Background: an optimization exercise with open tools, aiming at small area, a short achievable clock period and few clock cycles per item. Do not read the settings as production practice. The RTL was checked by simulation tests, not by an equivalence proof against the original design. Power and IR drop assume default switching activity.

**flow/flow/run.sh**
```bash
#!/bin/bash
# Standard ORFS layout (the standard.sh, unchanged synthesis), with the
# timing repair after placement, CTS and global routing aimed at 15 ns of setup
# slack on the 20 ns clock instead of 0, so that the resizer sizes the
# critical paths. The SDC and all constraints are the design's.
set -euo pipefail
bash standard.sh synth > synth.log 2>&1
bash standard.sh SETUP_SLACK_MARGIN=15 finish > layout.log 2>&1
```
**flow/standard.sh**
```bash
#!/bin/bash
# synth_recipe.tcl (not shown) runs the flow's synth.tcl, then flattens the netlist and writes it again
# the make line also repeats each setting of config.mk as NAME=value (left out here)
make -C /OpenROAD-flow-scripts/flow DESIGN_CONFIG=/design/flow/config.mk WORK_HOME=/design/flow/orfs CLKGATE_MAP_FILE= SYNTH_SCRIPT=/design/flow/synth_recipe.tcl "${@:-finish}"
```
**flow/config.mk**
```make
export PLATFORM = sky130hd
export DESIGN_NAME = magicgen
export DESIGN_NICKNAME = magicgen
export VERILOG_FILES = /design/flow/design.v
export SDC_FILE = /design/flow/constraint.sdc
export NUM_CORES = 4
export LEC_CHECK = 0
export CAP_MARGIN = 20
export CORE_MARGIN = 2
export CORE_UTILIZATION = 55
export PLACE_DENSITY = 0.7
export SLEW_MARGIN = 20
```
**flow/constraint.sdc**
```tcl
create_clock -name core_clock -period 20.0 [get_ports {clk}]
set_input_delay 4.0000 -clock core_clock [delete_from_list [all_inputs] [get_ports {clk}]]
set_output_delay 4.0000 -clock core_clock [all_outputs]
set_load 0.01 [all_outputs]
```
**flow/design.v**
```verilog
module magicgen (
    input  wire         clk,
    input  wire         rst,
    input  wire         cmd_valid,
    output wire         cmd_ready,
    input  wire [129:0] cmd_word,
    output wire         rsp_valid,
    input  wire         rsp_ready,
    output wire [40:0]  rsp_word
);
    localparam [1:0] OP_MUL32  = 2'd0;
    localparam [1:0] OP_SMAGIC = 2'd1;
    localparam [1:0] OP_UMAGIC = 2'd2;
    localparam [1:0] OP_MODINV = 2'd3;
    reg s_idle, s_start, s_pha, s_phb, s_loop, s_resp;
    reg [1:0]  op;
    reg        rng_ok;      
    reg        neg;
    reg [31:0] dv;          
    reg [31:0] nc;          
    reg [31:0] q2;          
    reg        af;          
    reg [31:0] r2;
    reg [32:0] q1;          
    reg [31:0] r1;
    reg [6:0]  p;
    reg [1:0]  o_st;
    reg        o_add;
    reg [5:0]  o_sh;
    assign cmd_ready = s_idle;
    assign rsp_valid = s_resp;
    assign rsp_word  = {o_st, o_add, o_sh, q2};
    wire is_s = (op == OP_SMAGIC);
    wire is_u = (op == OP_UMAGIC);
    wire is_m = (op == OP_MUL32);
    wire is_i = (op == OP_MODINV);
    integer k;
    wire        st_neg = is_s & dv[31];
    wire [31:0] st_a   = st_neg ? ~dv : dv;
    wire [31:0] st_b   = (is_m | is_i) ? {dv[30:0], 1'b0} : 32'h0;
    wire [31:0] st_sum = st_a + st_b + {31'h0, st_neg};
    wire [31:0] st_x = st_neg ? ~dv : dv;
    wire [31:0] sm0 = st_x | (st_x >> 1);
    wire [31:0] sm1 = sm0 | (sm0 >> 2);
    wire [31:0] sm2 = sm1 | (sm1 >> 4);
    wire [31:0] sm3 = sm2 | (sm2 >> 8);
    wire [31:0] smr = sm3 | (sm3 >> 16);
    wire [31:0] lead = smr ^ {1'b0, smr[31:1]};      
    reg  [4:0]  st_L;
    always @(*) begin
        st_L = 5'd0;
        for (k = 0; k < 32; k = k + 1)
            if (lead[k]) st_L = st_L | k[4:0];
    end
    wire        st_pow2 = !st_neg && (((smr >> 1) & dv) == 32'h0);
    reg  [31:0] st_urev;                              
    always @(*) for (k = 0; k < 32; k = k + 1) st_urev[k] = lead[31 - k];
    wire st_s_degen = (dv == 32'h0) || (dv == 32'h1) || (dv == 32'hFFFFFFFF);
    wire st_u_degen = (dv == 32'h0) || (dv == 32'h1);
    wire st_err     = !is_m && (!rng_ok || (is_i && !dv[0]) ||
                      (is_s && st_s_degen) || (is_u && st_u_degen));
    wire st_upow    = is_u && st_pow2;
    wire st_lp      = is_m || is_i;
    wire st_now     = st_err || st_upow;              
    wire [31:0] st_r2 = st_pow2 ? {1'b0, lead[31:1]} : lead;
    wire [6:0]  st_p  = {2'b0, st_L} - {6'h0, st_pow2};
    wire [32:0] l2_a1 = {r2, 1'b0};
    wire [33:0] l2_d1 = {1'b0, l2_a1} - {2'b0, dv};
    wire        l2_b1 = ~l2_d1[33];
    wire [31:0] r2_1  = l2_b1 ? l2_d1[31:0] : l2_a1[31:0];
    wire [31:0] q2_1  = {q2[30:0], l2_b1};
    wire        af_1  = af | q2[31];
    wire        div1 = s_phb;
    wire [1:0]  j1   = is_i ? {r1[1] ^ (r1[0] & dv[1]), r1[0]} : q1[1:0];
    reg  [31:0] mul1;
    always @(*) case (j1)
        2'd0: mul1 = 32'h0;
        2'd1: mul1 = dv;
        2'd2: mul1 = {dv[30:0], 1'b0};
        default: mul1 = nc;
    endcase
    wire [32:0] l1_a1  = div1 ? {r1, 1'b1} : {1'b0, r1};
    wire [32:0] l1_bb1 = div1 ? {1'b0, nc} : {1'b0, mul1};
    wire        l1_sub = div1 | is_i;
    wire [33:0] l1_s1  = {1'b0, l1_a1} + {1'b0, l1_sub ? ~l1_bb1 : l1_bb1} + {33'h0, l1_sub};
    wire        l1_b1  = l1_s1[33];             
    wire [31:0] r1_1   = div1 ? (l1_b1 ? l1_s1[31:0] : l1_a1[31:0])
                              : {2'b00, l1_s1[31:2]};
    wire [32:0] q1_1   = {q1[31:0], l1_b1};
    wire [1:0]  o1     = is_i ? j1 : l1_s1[1:0];
    wire [34:0] ck_x = {2'b0, q1};
    wire [34:0] ck_y = {3'b0, r2};
    wire [34:0] ck_w = {3'b111, ~dv};
    wire [34:0] ck_s = ck_x ^ ck_y ^ ck_w;
    wire [34:0] ck_c = (ck_x & ck_y) | (ck_x & ck_w) | (ck_y & ck_w);
    wire [36:0] ck_f = {2'b0, ck_s} + {1'b0, ck_c, 1'b1};
    wire        stop = (is_u && p == 7'd64) || ((p != 7'd31) && ck_f[35]);
    wire [31:0] val  = neg ? ~q2 : q2 + 32'd1;
    wire [6:0]  sh   = p - 7'd32;
    wire        pa_end = (p == (is_s ? 7'd30 : 7'd31));
    wire        pa_sp  = neg && ({r2, 1'b1} == {1'b0, dv});
    always @(posedge clk) begin
        if (rst) begin
            s_idle <= 1'b1; s_start <= 1'b0; s_pha <= 1'b0;
            s_phb <= 1'b0; s_loop <= 1'b0; s_resp <= 1'b0;
        end else begin
            if (s_idle) begin
                op     <= cmd_word[129:128];
                dv     <= cmd_word[31:0];
                q1     <= {1'b0, cmd_word[95:64]};
                rng_ok <= (cmd_word[63:32] == 32'h0) || (cmd_word[63:31] == {33{1'b1}});
                if (cmd_valid) begin
                    s_idle  <= 1'b0;
                    s_start <= 1'b1;
                end
            end
            if (s_start) begin
                s_start <= 1'b0;
                o_st  <= st_err ? (!rng_ok ? 2'd1 : is_i ? 2'd3 : 2'd2) : 2'd0;
                o_add <= 1'b0;
                o_sh  <= 6'd0;
                p     <= st_lp ? 7'd0 : st_p;
                q2    <= (st_err || !st_upow) ? 32'h0 : {st_urev[30:0], 1'b0};
                nc    <= st_sum;
                dv    <= st_lp ? dv : st_sum;
                r1    <= {31'h0, is_i};
                r2    <= st_r2;
                af    <= 1'b0;
                neg   <= st_neg;
                if (st_lp && !st_err) s_loop <= 1'b1;
                else if (st_now)      s_resp <= 1'b1;
                else                  s_pha  <= 1'b1;
            end
            if (s_pha) begin
                r2 <= r2_1; q2 <= q2_1; af <= af_1;
                p  <= p + 7'd1;
                if (pa_end) begin
                    s_pha <= 1'b0;
                    s_phb <= 1'b1;
                    if (is_s) begin
                        nc <= pa_sp ? 32'h80000000 : {1'b0, ~r2_1[30:0]};
                        q1 <= {32'h0, ~pa_sp};
                        r1 <= pa_sp ? 32'h7FFFFFFF : r2_1;
                    end else begin
                        nc <= ~r2_1;
                        q1 <= 33'd1;
                        r1 <= r2_1;
                    end
                end
            end
            if (s_phb) begin
                r1 <= r1_1; q1 <= q1_1;
                r2 <= r2_1; q2 <= q2_1; af <= af_1;
                p  <= p + 7'd1;
                if (stop) begin
                    q2    <= val;
                    o_add <= is_u & af;
                    o_sh  <= sh[5:0];
                    s_phb <= 1'b0; s_resp <= 1'b1;
                end
            end
            if (s_loop) begin
                r1 <= r1_1;
                q1 <= {2'h0, q1[32:2]};
                q2 <= {o1, q2[31:2]};
                p  <= p + 7'd1;
                if (p == 7'd15) begin s_loop <= 1'b0; s_resp <= 1'b1; end
            end
            if (s_resp && rsp_ready) begin
                s_resp <= 1'b0;
                s_idle <= 1'b1;
            end
        end
    end
endmodule
```
==> metrics.md <==
| Metric | Value |
|---|---|
| Status | finished clean |
| Relative slew slack | between 15 and 20% |
| Vias in the first global route | 23,800 |
| Post-Syn Instances | 3,037 |
| Most numerous cell in the Yosys netlist | a21oi_1 |
| CP required | 16.00 ns |
| DRT antenna net count | 0 |
| Layout cells sized above 1 | 14.3% |
| CTS Root Cell | clkbuf_16 |
| Starting Density | 56.0% |
| Overflow after GRT | 0 |
| Final nets | between 3,000 and 4,000 |
| RSZ-0062 raised after global routing | true |
| Port Buf Inserts | 144 |
| Clock Sinks | 220 |
| CTS clk-pin slew, worst paths | 0.06 ns |
| DIE AREA | 0.0458 mm² |
| Fin crit share | 26.1% |
| Maximum clock path buffer count | 3 |
| Global-route wire length before repair | 141,000 µm |
| Iteration-0 DRC Markers | ~4,000 |
| CP arrival | 1.21 ns |
| Pwr Total | 1.99 mW |
| Fin util | about 66% |
| Top_reg_cell synth | edfxtp_1 |
| TritonRoute pass-1 iters | 7 |
| Mapped Nets | 3,340 |
| Mapped cell area | between 0.02 and 0.025 mm² |
| Clock latency on the worst-skew pair | 0.60 ns |
| CTS buffer count | 28 |
| Die height | 214 µm |
| Commonest cells post-synth | a21oi_1, inv_1, nand2_1 |
| Max Clock Freq | 192 MHz |
| Core ar. | 0.0433 mm² |
| Area grow syn2layout | 18.7% |
| Via density | 6.82 |
| Worst-Margin Slew | 1.25 ns |
| Yosys top cell area share | between 20% and 30% |
| Final hold violation count | 0 |
| CTS H-tree lvls | 1 |
| Async S/R FF share, synth | 0% |
| GRT Util Overall | 39.3% |
| Leakage power | about 12 nW |
| Kind of critical path | flip-flop to output port |
| Element type at the critical path end | output port |
| Final RePlAce weighted congestion | 1.06 |
| Final HPWL DP | 69,300 µm |
| Die X | 214 µm |
| Top area cells in the synthesized netlist | edfxtp_1, a21oi_1, ha_1 |
| Critical path, cell by cell | buf_2 |
| Via Count | about 26,000 |
| Worst path buffer plus inverter count | 1 |
| Skew final | 0.0352 ns |
| Pwr/cell area | 69.3 mW/mm² |
| Crit-path max FO | 3 |
| Synth warn | 1 |
| Final Max Slew Viols | 0 |
| DRT Wirelength | 97,400 µm |
| Final-report setup violation count | 0 |
| Part of the Yosys area used for sequential elements | 27.0% |
| CTS Hold Bufs | 0 |
| Ports | roughly 180 |
| Area leader, netlist | edfxtp_1 |
| Critical path launch point type | flip-flop |
| R2R setup slack | 15.02 ns |
| Initial antenna violation count | 3 |
| Post-synthesis cell type count | 84 |
| Delay-heaviest family, CP | flip-flops |
| Dpl cells | 3,594 |
| Residual DRC | 0 |
| Routed len/inst | 25.7 µm |
| Largest net degree at the start of global routing | 100 |
| Minimum clock period | 5.21 ns |
| Max VDD drop | 45.4 µV |
| CTS tree | yes |
| Seq cells post-synth | 220 |
| FP Rows | 76 |
| Fin Hold WS | just under 0.6 ns |
| Hold WC Path Type | flip-flop to flip-flop |
| Slowest cell on crit path | edfxtp_1 |
| Mean Syn Cell Area | between 7 and 8 µm² |
| Final setup TNS | 0 ns |
| CP peak stage delay | 0.44 ns |
| Fill count | roughly 3,700 |
| Final cell count without fillers | about 3,800 |
| EDFF count, synth | 214 |
| Ant diodes | 0 |
| MaxCap Viol Count | 0 |
[cell families after synthesis]
group	after synthesis	synth area share (%)
adder cells (fa/ha/maj)	170	9.85
flip-flops	220	27.0
multiplexers	140	6.04
AO/OA/AOI/OAI	1020	27.2
buffers and inverters	471	7.54
XOR/XNOR	131	4.73
AND/OR/NAND/NOR	885	17.6
[cell usage in the layout (no fill, tap or decap), drive strengths merged, types with 14 or more instances in the layout]
cell type / count
a21oi: 352
inv: 258
nand2: 237
buf: 224
nor2: 217
edfxtp: 214
o21ai: 178
ha: 134
xnor2: 101
mux2i: 90
clkdlybuf4s50: 84
nand3: 84
nor3: 81
a211oi: 72
a21o: 68
mux2: 50
nor2b: 44
nand4: 43
a22oi: 43
and2: 42
clkbuf: 42
fa: 35
xor2: 30
nor4: 30
o32ai: 30
a31oi: 29
and3: 28
o22ai: 25
nand2b: 23
o31ai: 22
o21a: 21
o211ai: 21
a221oi: 19
o221ai: 18
o21bai: 15
or2: 14
[cell type report]
type	count	area [µm²]	area share, %
Multi-Input combinational cell	2347	16500	57.4
Sequential cell	220	6560	22.8
Timing Repair Buffer	335	3090	10.7
Inverter	258	972	3.38
Tap cell	585	732	2.55
Clock buffer	34	723	2.52
Clock inverter	15	165	0.574
Timing Repair inverter	3	22.5	0.0783
[metal layers]
metal / share of wire (%) / GRT usage, % / vias to the layer above / wire length, µm
met4: 6.2 / 19.0 / 6 / 6080
met1: 38 / 52.6 / 12100 / 37200
met2: 44 / 61.3 / 1861 / 42700
met5: 0.033 / 0 / - / 32
li1: - / - / 11500 / -
met3: 12 / 7.37 / 359 / 11400
[timing repair]
item / in CTS / in global routing
setup buffers: 48 / 91
setup endpoints to repair: 375 / 154
pin swaps: 8 / 31
gates resized for setup: 265 / 96
cloned: 6 / 9
[through the flow]
| step | area [µm²] | setup WS (ns) |
|---|---|---|
| final | 28800 | 14.79 |
| after global routing | 28800 | 14.78 |
| after CTS | 27400 | 14.78 |
| after detailed placement | 26000 | 12.90 |
| after global placement | 26000 | 12.96 |
| after floorplan | 24300 | 13.95 |
[where the power goes]
group	switching (mW)	internal [mW]
registers	0.0481	0.554
clock network	0.222	0.294
logic	0.518	0.357
[flip-flops by register name (all words and copies together), names as in the netlist, 2 cells and up, named ones only]
name,cells
q2,32
p,7
r2,32
op,2
q1,33
r1,32
nc,32
o_st,2
o_sh,6
dv,31
[worst paths after layout]
path | startpoint | endpoint | cells after the start
max | q2[6] | rsp_word[6] | 1
min | rng_ok | o_st[0] | 1
max reg2reg | dv[2] | r1[21] | 13
min reg2reg | rng_ok | o_st[0] | 1
Testbench counts, summed over its fixed seeds: cycles 74,144, cmds 2,400.

==> separate check: timing with driven ports <==
In the flow no input, the clock included, has a driving cell. The finished layout below was timed again as built, in two steps.
Step 1, drivers: a clkbuf_16 drives clk and a buf_2 each remaining input, both assumed.
Step 2 adds t to the input delays and takes it off the output delays; t is the mean of the earliest and latest rising clock arrival at the registers after step 1. Input paths then give back, and output paths get back, about the clock's delay inside the block.
Slacks: no drivers / after step 1 / after step 2; pairs: no drivers / after step 1.
t, ns: 0.646
setup WS [ns]: 14.786 / 14.725 / 14.454
hold WS [ns]: 0.587 / 0.587 / 0.587
worst setup path after step 2: input to register
After both steps this run still meets setup and hold. The setup slack of this run moves by -0.061 ns with the drivers and by -0.332 ns with both steps.
